This is an optimization exercise on Yosys and OpenROAD, whose aim is small area and a short achievable clock period, not a production implementation.
In this exercise RTL edits were held to simulation tests only and were not proved equivalent to the original.
Power and IR drop assume default switching activity.

==> module pfc_selor32, before the edit <==
module pfc_selor32 (input wire [31:0] s, input wire [31:0] d, output wire y_n);
    wire [3:0] o;
    genvar g;
    generate
        for (g = 0; g < 4; g = g + 1) begin : g_o
            pfc_or8 u (.s(s[8*g+7:8*g]), .d(d[8*g+7:8*g]), .y(o[g]));
        end
    endgenerate
    assign y_n = ~|o;
endmodule
==> module pfc_selor64, before the edit <==
module pfc_selor64 (input wire [63:0] s, input wire [63:0] d, output wire y_n);
    wire [7:0] o;
    genvar g;
    generate
        for (g = 0; g < 8; g = g + 1) begin : g_o
            pfc_or8 u (.s(s[8*g+7:8*g]), .d(d[8*g+7:8*g]), .y(o[g]));
        end
    endgenerate
    assign y_n = ~|o;
endmodule
clock: 12.0 ns
lec_check: 0
cap_margin: 20
core_margin: 2
core_utilization: 45
cts_cluster_diameter: 80
cts_cluster_size: 30
place_density: 0.55
setup_slack_margin: 5
slew_margin: 20
synth_hierarchical: 1
run.sh (not shown) runs the stock make flow with config.mk's settings and CLKGATE_MAP_FILE= SYNTH_SCRIPT=/design/flow/synth_recipe.tcl, a recipe that flattens the netlist after the stock synthesis.
Rerun with:
--- a/flow/design.v
+++ b/flow/design.v
@@ -272,22 +272,24 @@
     assign y = |(s & d);
 endmodule
+module pfc_nor16 (input wire [15:0] s, input wire [15:0] d, output wire y_n);
+    wire a, b;
+    pfc_or8 u0 (.s(s[7:0]),  .d(d[7:0]),  .y(a));
+    pfc_or8 u1 (.s(s[15:8]), .d(d[15:8]), .y(b));
+    assign y_n = ~(a | b);
+endmodule
 module pfc_selor32 (input wire [31:0] s, input wire [31:0] d, output wire y_n);
-    wire [3:0] o;
+    wire [1:0] o_n;
+    pfc_nor16 u0 (.s(s[15:0]),  .d(d[15:0]),  .y_n(o_n[0]));
+    pfc_nor16 u1 (.s(s[31:16]), .d(d[31:16]), .y_n(o_n[1]));
+    assign y_n = o_n[0] & o_n[1];
+endmodule
+module pfc_selor64 (input wire [63:0] s, input wire [63:0] d, output wire y_n);
+    wire [3:0] o_n;
     genvar g;
     generate
         for (g = 0; g < 4; g = g + 1) begin : g_o
-            pfc_or8 u (.s(s[8*g+7:8*g]), .d(d[8*g+7:8*g]), .y(o[g]));
+            pfc_nor16 u (.s(s[16*g+15:16*g]), .d(d[16*g+15:16*g]), .y_n(o_n[g]));
         end
     endgenerate
-    assign y_n = ~|o;
-endmodule
-module pfc_selor64 (input wire [63:0] s, input wire [63:0] d, output wire y_n);
-    wire [7:0] o;
-    genvar g;
-    generate
-        for (g = 0; g < 8; g = g + 1) begin : g_o
-            pfc_or8 u (.s(s[8*g+7:8*g]), .d(d[8*g+7:8*g]), .y(o[g]));
-        end
-    endgenerate
-    assign y_n = ~|o;
-endmodule
+    assign y_n = &o_n;
+endmodule
After rerunning: Non-clock buffer count went up by 143; via count went up by 1.9%; worst hold slack improves by 0.028 ns; setup slack improves by 0.44 ns; cell area went up by 3.3%; global-route usage went down by 0.24 points; wire length stays flat; total power went up by 2.9%; core utilization went up by 1.7 points; sequential cell count does not change.


## violet
The RTL this note starts from:
==> flow/design.v <==
module pfc (
    input  wire        clk,
    input  wire        rst,
    input  wire        rx_valid,
    input  wire [7:0]  rx_data,
    input  wire        rx_closed,
    input  wire        tick,
    input  wire        h_we,
    input  wire        h_re,
    input  wire [7:0]  h_addr,
    input  wire [31:0] h_wdata,
    output reg  [31:0] h_rdata,
    output reg         o_raw_valid,
    output reg  [31:0] o_raw,
    output reg         o_ev_valid,
    output reg         o_ev_layout,
    output reg         o_ev_type,
    output reg  [1:0]  o_ev_code,
    output reg  [4:0]  o_ev_zone,
    output reg  [15:0] o_ev_key,
    output reg  [4:0]  o_ev_hours,
    output reg  [5:0]  o_ev_minutes,
    output reg         o_int_valid,
    output reg         o_int_kind,
    output reg  [15:0] o_int_chan,
    output reg  [15:0] o_int_payl,
    output reg  [5:0]  o_int_idx,
    output reg         o_timeout,
    output reg         o_part_valid,
    output reg  [1:0]  o_part_len,
    output reg  [23:0] o_part_bytes,
    output reg         o_fatal_valid,
    output reg  [1:0]  o_fatal_code,
    output wire [1:0]  o_run
);
    localparam integer N_RULES = 32;
    localparam [1:0] STARTING = 2'd0;
    localparam [1:0] RUNNING  = 2'd1;
    localparam [1:0] STOPPED  = 2'd2;
    reg  [1:0]  run;
    reg         stop_req;
    reg  [1:0]  cnt;
    reg  [7:0]  buf0, buf1, buf2;
    reg  [7:0]  tmo_cnt;
    reg         layout;
    reg  [7:0]  tmo_reload;
    reg  [N_RULES-1:0] cam_valid;
    reg  [15:0]        cam_key   [0:N_RULES-1];
    reg  [15:0]        cam_chan  [0:N_RULES-1];
    reg  [15:0]        cam_payl  [0:N_RULES-1];
    reg         m_kind;
    reg  [4:0]  m_idx;
    assign o_run = run;
    integer i;
    genvar gj, ge;
    wire [15:0] lk_key = {buf0, buf1};
    reg  [N_RULES-1:0] eq;
    always @(*) begin
        for (i = 0; i < N_RULES; i = i + 1)
            eq[i] = cam_valid[i] && (cam_key[i] == lk_key);
    end
    reg        lk_hit;
    reg [4:0]  lk_idx;
    always @(*) begin
        lk_hit = 1'b0;
        lk_idx = 5'd0;
        for (i = N_RULES - 1; i >= 0; i = i - 1) begin
            if (eq[i]) begin
                lk_hit = 1'b1;
                lk_idx = i[4:0];
            end
        end
    end
    always @(posedge clk) begin
        m_kind <= lk_hit & layout;
        m_idx  <= lk_idx;
    end
    reg [N_RULES-1:0] dsel;
    always @(*) begin
        for (i = 0; i < N_RULES; i = i + 1)
            dsel[i] = m_kind & (m_idx == i[4:0]);
    end
    wire [31:0] hit_n;                      
    generate
        for (gj = 0; gj < 32; gj = gj + 1) begin : g_disp
            wire [N_RULES-1:0] dcol;
            for (ge = 0; ge < N_RULES; ge = ge + 1) begin : g_e
                if (gj >= 16) begin : g_c
                    assign dcol[ge] = cam_chan[ge][gj-16];
                end else begin : g_p
                    assign dcol[ge] = cam_payl[ge][gj];
                end
            end
            pfc_selor32 u_or (.s(dsel), .d(dcol), .y_n(hit_n[gj]));
        end
    endgenerate
    wire [15:0] hit_chan = ~hit_n[31:16];
    wire [15:0] hit_payl = ~hit_n[15:0];
    wire        rd_en    = h_re && !rst;
    wire        cam_sel  = (h_addr[7:6] == 2'b01);
    wire [4:0]  rd_entry = h_addr[5:1];
    wire        rd_cam_en = rd_en & cam_sel;
    reg  [N_RULES-1:0] sel_k, sel_d;
    always @(*) begin
        for (i = 0; i < N_RULES; i = i + 1) begin
            sel_k[i] = (rd_entry == i[4:0]) & !h_addr[0];
            sel_d[i] = (rd_entry == i[4:0]) &  h_addr[0];
        end
    end
    wire [31:0] rdc_n;
    generate
        for (gj = 0; gj < 32; gj = gj + 1) begin : g_rd
            wire [N_RULES-1:0] dcol, kcol;
            for (ge = 0; ge < N_RULES; ge = ge + 1) begin : g_e
                if (gj >= 16) begin : g_c
                    assign dcol[ge] = cam_chan[ge][gj-16];
                end else begin : g_p
                    assign dcol[ge] = cam_payl[ge][gj];
                    assign kcol[ge] = cam_key[ge][gj];
                end
            end
            if (gj < 16) begin : g_lo
                pfc_selor64 u_or (.s({sel_k, sel_d}), .d({kcol, dcol}), .y_n(rdc_n[gj]));
            end else if (gj == 31) begin : g_v
                pfc_selor64 u_or (.s({sel_k, sel_d}), .d({cam_valid, dcol}), .y_n(rdc_n[gj]));
            end else begin : g_hi
                pfc_selor32 u_or (.s(sel_d), .d(dcol), .y_n(rdc_n[gj]));
            end
        end
    endgenerate
    reg  [31:0] rd_reg;
    always @(*) begin
        case (h_addr[2:0])
            3'd1: rd_reg = {16'd0, tmo_cnt, 3'd0, stop_req, cnt, run};
            3'd2: rd_reg = {31'd0, layout};
            3'd3: rd_reg = {24'd0, tmo_reload};
            3'd4: rd_reg = {buf0, buf1, buf2, 8'd0};
            3'd5: rd_reg = 32'h00000420;
            default: rd_reg = 32'd0;
        endcase
    end
    wire low_sel = (h_addr[7:3] == 5'd0);
    always @(*)
        h_rdata = ({32{rd_cam_en}} & ~rdc_n) | ({32{rd_en & low_sel}} & rd_reg);
    wire is_start = (run == STARTING);
    wire is_run   = (run == RUNNING);
    wire c0 = (cnt == 2'd0);
    wire c1 = (cnt == 2'd1);
    wire c2 = (cnt == 2'd2);
    wire c3 = (cnt == 2'd3);
    wire b   = is_run & rx_valid;           
    wire f   = b & c3;                      
    wire s_f = f & stop_req;                
    wire [1:0] cnt1 = b ? cnt + 2'd1 : cnt;
    wire       nz1  = b ? !c3 : !c0;        
    wire [7:0] buf0_1 = (b & c0) ? rx_data : buf0;
    wire [7:0] buf1_1 = (b & c1) ? rx_data : buf1;
    wire [7:0] buf2_1 = (b & c2) ? rx_data : buf2;
    wire       rl1    = b & (c0 | c3);
    wire [7:0] tmo1   = rl1 ? tmo_reload : tmo_cnt;
    wire       dec    = rl1 ? (tmo_reload[7:1] != 7'd0) : (tmo_cnt[7:1] != 7'd0);
    wire cl  = is_run & rx_closed & !s_f;
    wire tk2 = is_run & tick & !rx_closed & !s_f;
    wire exp = tk2 & !dec;                  
    wire s_t = exp & stop_req;
    wire stops = s_f | cl | s_t;
    wire clr   = f | cl | exp;              
    wire we0       = h_we & (h_addr == 8'h00);
    wire stop_cmd  = we0 & h_wdata[1];
    wire start_cmd = we0 & !h_wdata[1] & h_wdata[0];
    wire fire = !rst & f;
    wire lay1 = fire & layout;
    wire lay0 = fire & !layout;
    wire [15:0] w0 = {buf0, buf1};
    wire [4:0]  zone = w0[8:4];
    wire [1:0]  code = w0[11:10];
    wire zone_ok = !layout && (w0[12] == 1'b0) && (code[1] == 1'b0) &&
                   (zone != 5'd0) && (zone[4:3] == 2'd0 || zone == 5'd8);
    wire part = !rst & is_run & nz1 & (rx_closed | (tick & !dec));
    always @(*) begin
        o_raw_valid   = fire;
        o_raw         = {32{fire}} & {buf0, buf1, buf2, rx_data};
        o_ev_valid    = fire;
        o_ev_layout   = lay1;
        o_ev_type     = lay0 & w0[12];
        o_ev_code     = {2{lay0}} & code;
        o_ev_zone     = {5{lay0}} & zone;
        o_ev_key      = {16{lay1}} & w0;
        o_ev_hours    = {5{fire}} & buf2[7:3];
        o_ev_minutes  = {6{fire}} & {buf2[1:0], rx_data[7:4]};
        o_int_valid   = fire & (m_kind | zone_ok);
        o_int_kind    = fire & m_kind;
        o_int_chan    = {16{fire}} & (hit_chan | ({16{zone_ok}} & {11'd0, zone}));
        o_int_payl    = {16{fire}} & (hit_payl | ({16{zone_ok}} & {14'd0, code}));
        o_int_idx     = {6{fire & m_kind}} & {1'b0, m_idx};
        o_timeout     = !rst & exp & !nz1;
        o_part_valid  = part;
        o_part_len    = {2{part}} & cnt1;
        o_part_bytes  = {24{part}} & {buf0_1, buf1_1, buf2_1};
        o_fatal_valid = !rst & cl;
        o_fatal_code  = {2{!rst & cl}};
    end
    wire cfg_we = h_we && is_start;
    always @(posedge clk) begin
        if (rst) begin
            run        <= STARTING;
            stop_req   <= 1'b0;
            cnt        <= 2'd0;
            buf0       <= 8'd0;
            buf1       <= 8'd0;
            buf2       <= 8'd0;
            tmo_cnt    <= 8'd0;
            layout     <= 1'b0;
            tmo_reload <= 8'd1;
        end else begin
            if (is_start) begin
                if (stop_cmd)
                    run <= STOPPED;
                else if (start_cmd) begin
                    run     <= RUNNING;
                    tmo_cnt <= tmo_reload;
                end
            end
            if (is_run) begin
                if (stops) begin
                    run      <= STOPPED;
                    stop_req <= 1'b0;
                    tmo_cnt  <= 8'd0;
                end else begin
                    if (stop_cmd)
                        stop_req <= 1'b1;
                    if (tk2)
                        tmo_cnt <= dec ? tmo1 - 8'd1 : tmo_reload;
                    else
                        tmo_cnt <= tmo1;
                end
                cnt  <= clr ? 2'd0 : cnt1;
                buf0 <= clr ? 8'd0 : buf0_1;
                buf1 <= clr ? 8'd0 : buf1_1;
                buf2 <= clr ? 8'd0 : buf2_1;
            end
            if (cfg_we && h_addr == 8'h02)
                layout <= h_wdata[0];
            if (cfg_we && h_addr == 8'h03)
                tmo_reload <= (h_wdata[7:0] == 8'd0) ? 8'd1 : h_wdata[7:0];
        end
    end
    wire [31:0] cam_wd  = h_wdata & {32{~rst}};
    wire        cam_we  = cfg_we && cam_sel;
    reg  [N_RULES-1:0] we_key, we_data;
    always @(*) begin
        for (i = 0; i < N_RULES; i = i + 1) begin
            we_key[i]  = rst | (cam_we && rd_entry == i[4:0] && !h_addr[0]);
            we_data[i] = rst | (cam_we && rd_entry == i[4:0] &&  h_addr[0]);
        end
    end
    integer k;
    always @(posedge clk) begin
        for (k = 0; k < N_RULES; k = k + 1) begin
            if (we_key[k]) begin
                cam_valid[k] <= cam_wd[31];
                cam_key[k]   <= cam_wd[15:0];
            end
            if (we_data[k]) begin
                cam_chan[k]  <= cam_wd[31:16];
                cam_payl[k]  <= cam_wd[15:0];
            end
        end
    end
endmodule
module pfc_or8 (input wire [7:0] s, input wire [7:0] d, output wire y);
    assign y = |(s & d);
endmodule
module pfc_nor16 (input wire [15:0] s, input wire [15:0] d, output wire y_n);
    wire a, b;
    pfc_or8 u0 (.s(s[7:0]),  .d(d[7:0]),  .y(a));
    pfc_or8 u1 (.s(s[15:8]), .d(d[15:8]), .y(b));
    assign y_n = ~(a | b);
endmodule
module pfc_selor32 (input wire [31:0] s, input wire [31:0] d, output wire y_n);
    wire [1:0] o_n;
    pfc_nor16 u0 (.s(s[15:0]),  .d(d[15:0]),  .y_n(o_n[0]));
    pfc_nor16 u1 (.s(s[31:16]), .d(d[31:16]), .y_n(o_n[1]));
    assign y_n = o_n[0] & o_n[1];
endmodule
module pfc_selor64 (input wire [63:0] s, input wire [63:0] d, output wire y_n);
    wire [3:0] o_n;
    genvar g;
    generate
        for (g = 0; g < 4; g = g + 1) begin : g_o
            pfc_nor16 u (.s(s[16*g+15:16*g]), .d(d[16*g+15:16*g]), .y_n(o_n[g]));
        end
    endgenerate
    assign y_n = &o_n;
endmodule
==> flow/config.mk <==
export PLATFORM = sky130hd
export DESIGN_NAME = pfc
export DESIGN_NICKNAME = pfc
export VERILOG_FILES = /design/flow/design.v
export SDC_FILE = /design/flow/constraint.sdc
export NUM_CORES = 4
export LEC_CHECK = 0
export CAP_MARGIN = 20
export CORE_MARGIN = 2
export CORE_UTILIZATION = 55
export CTS_CLUSTER_DIAMETER = 80
export CTS_CLUSTER_SIZE = 30
export PLACE_DENSITY = 0.65
export SETUP_SLACK_MARGIN = 4.8
export SLEW_MARGIN = 20
export SYNTH_HIERARCHICAL = 1
==> flow/constraint.sdc <==
create_clock -name core_clock -period 12.0 [get_ports {clk}]
set_input_delay 2.4000 -clock core_clock [delete_from_list [all_inputs] [get_ports {clk}]]
set_output_delay 2.4000 -clock core_clock [all_outputs]
set_load 0.01 [all_outputs]
standard.sh (not shown) runs the stock make flow with config.mk's settings and CLKGATE_MAP_FILE= SYNTH_SCRIPT=/design/flow/synth_recipe.tcl, a recipe that flattens the netlist after the stock synthesis.
==> flow/flow/run.sh <==
#!/bin/bash
# Standard layout (the standard.sh), with plain minimum-size buffers on
# the ports instead of the default delay-cell port buffers.
export BUFFER_PORTS_ARGS="-buffer_cell sky130_fd_sc_hd__buf_1"
bash standard.sh > standard.log 2>&1
For pepper, these inputs were changed with respect to violet:
-- flow/design.v --
<<< violet, line 92
                end
            end
            pfc_selor32 u_or (.s(dsel), .d(dcol), .y_n(hit_n[gj]));
        end
    endgenerate
>>> pepper, line 92
                end
            end
            pfc_dselor32 u_or (.s(dsel), .d(dcol), .y_n(hit_n[gj]));
        end
    endgenerate
<<< violet, line 125
                pfc_selor64 u_or (.s({sel_k, sel_d}), .d({cam_valid, dcol}), .y_n(rdc_n[gj]));
            end else begin : g_hi
                pfc_selor32 u_or (.s(sel_d), .d(dcol), .y_n(rdc_n[gj]));
            end
        end
>>> pepper, line 125
                pfc_selor64 u_or (.s({sel_k, sel_d}), .d({cam_valid, dcol}), .y_n(rdc_n[gj]));
            end else begin : g_hi
                pfc_dselor32 u_or (.s(sel_d), .d(dcol), .y_n(rdc_n[gj]));
            end
        end
<<< violet, line 294
    assign y_n = &o_n;
endmodule
>>> pepper, line 294
    assign y_n = &o_n;
endmodule
module pfc_aoi222 (input wire [2:0] s, input wire [2:0] d, output wire y);
    assign y = ~((s[0] & d[0]) | (s[1] & d[1]) | (s[2] & d[2]));
endmodule
module pfc_or12 (input wire [11:0] s, input wire [11:0] d, output wire y);
    wire [3:0] a;
    genvar g;
    generate
        for (g = 0; g < 4; g = g + 1) begin : g_a
            pfc_aoi222 u (.s(s[3*g+2:3*g]), .d(d[3*g+2:3*g]), .y(a[g]));
        end
    endgenerate
    assign y = ~&a;
endmodule
module pfc_dselor32 (input wire [31:0] s, input wire [31:0] d, output wire y_n);
    wire a, b, c;
    pfc_or12 u0 (.s(s[11:0]),  .d(d[11:0]),  .y(a));
    pfc_or12 u1 (.s(s[23:12]), .d(d[23:12]), .y(b));
    pfc_or8  u2 (.s(s[31:24]), .d(d[31:24]), .y(c));
    assign y_n = ~(a | b | c);
endmodule
[summary]
- When pepper is set beside violet, its non-clock buffer share of cell area turns out to be 0.97 points larger.
- violet vs pepper, endpoint of the most critical setup path: h_rdata[14] vs h_rdata[19]
- Diff violet -> pepper: mean post-synth cell area went up about 5.5%; length of the first detailed-routing pass in iterations lower; reported leakage power grew by about 0.7%; cell row count decreased by about 0.8% relative to the old numbers; via count moved up.

[separate check: timing with driven ports]
No port has a modelled driver above. Below, the same layouts with a new extraction and two added sets of constraints.
Step 1 (the two cells are an assumption about what drives the block):
set clk [get_ports {clk}]
set_driving_cell -lib_cell sky130_fd_sc_hd__clkbuf_16 $clk
set_driving_cell -lib_cell sky130_fd_sc_hd__buf_2 [delete_from_list [all_inputs] $clk]
Step 2 times the ports against the registers' clock, not the clock port: input delays grow and output delays shrink by t, the midpoint of the rising clock arrivals with the driver on.
a / b / c = ideal ports / drivers / drivers and shift; a / b = the first two.
run	t, ns	slack for setup (ns)	hold WS [ns]	worst setup path after step 2	pins driven straight from the clock port
the first run of note 1	0.821	4.115 / 4.044 / 4.044	0.520 / 0.520 / 0.520	input to output	1
the second run of note 1	0.851	4.556 / 4.404 / 4.404	0.548 / 0.548 / 0.548	input to output	1
violet	0.794	4.637 / 4.534 / 4.534	0.560 / 0.560 / 0.560	input to output	1
pepper	0.803	4.519 / 4.444 / 4.444	0.569 / 0.569 / 0.569	input to output	1
After both steps setup and hold are still met in every run listed. The setup slack of the second run of note 1, which loses most, moves by -0.152 ns with the drivers and by -0.152 ns with both steps.
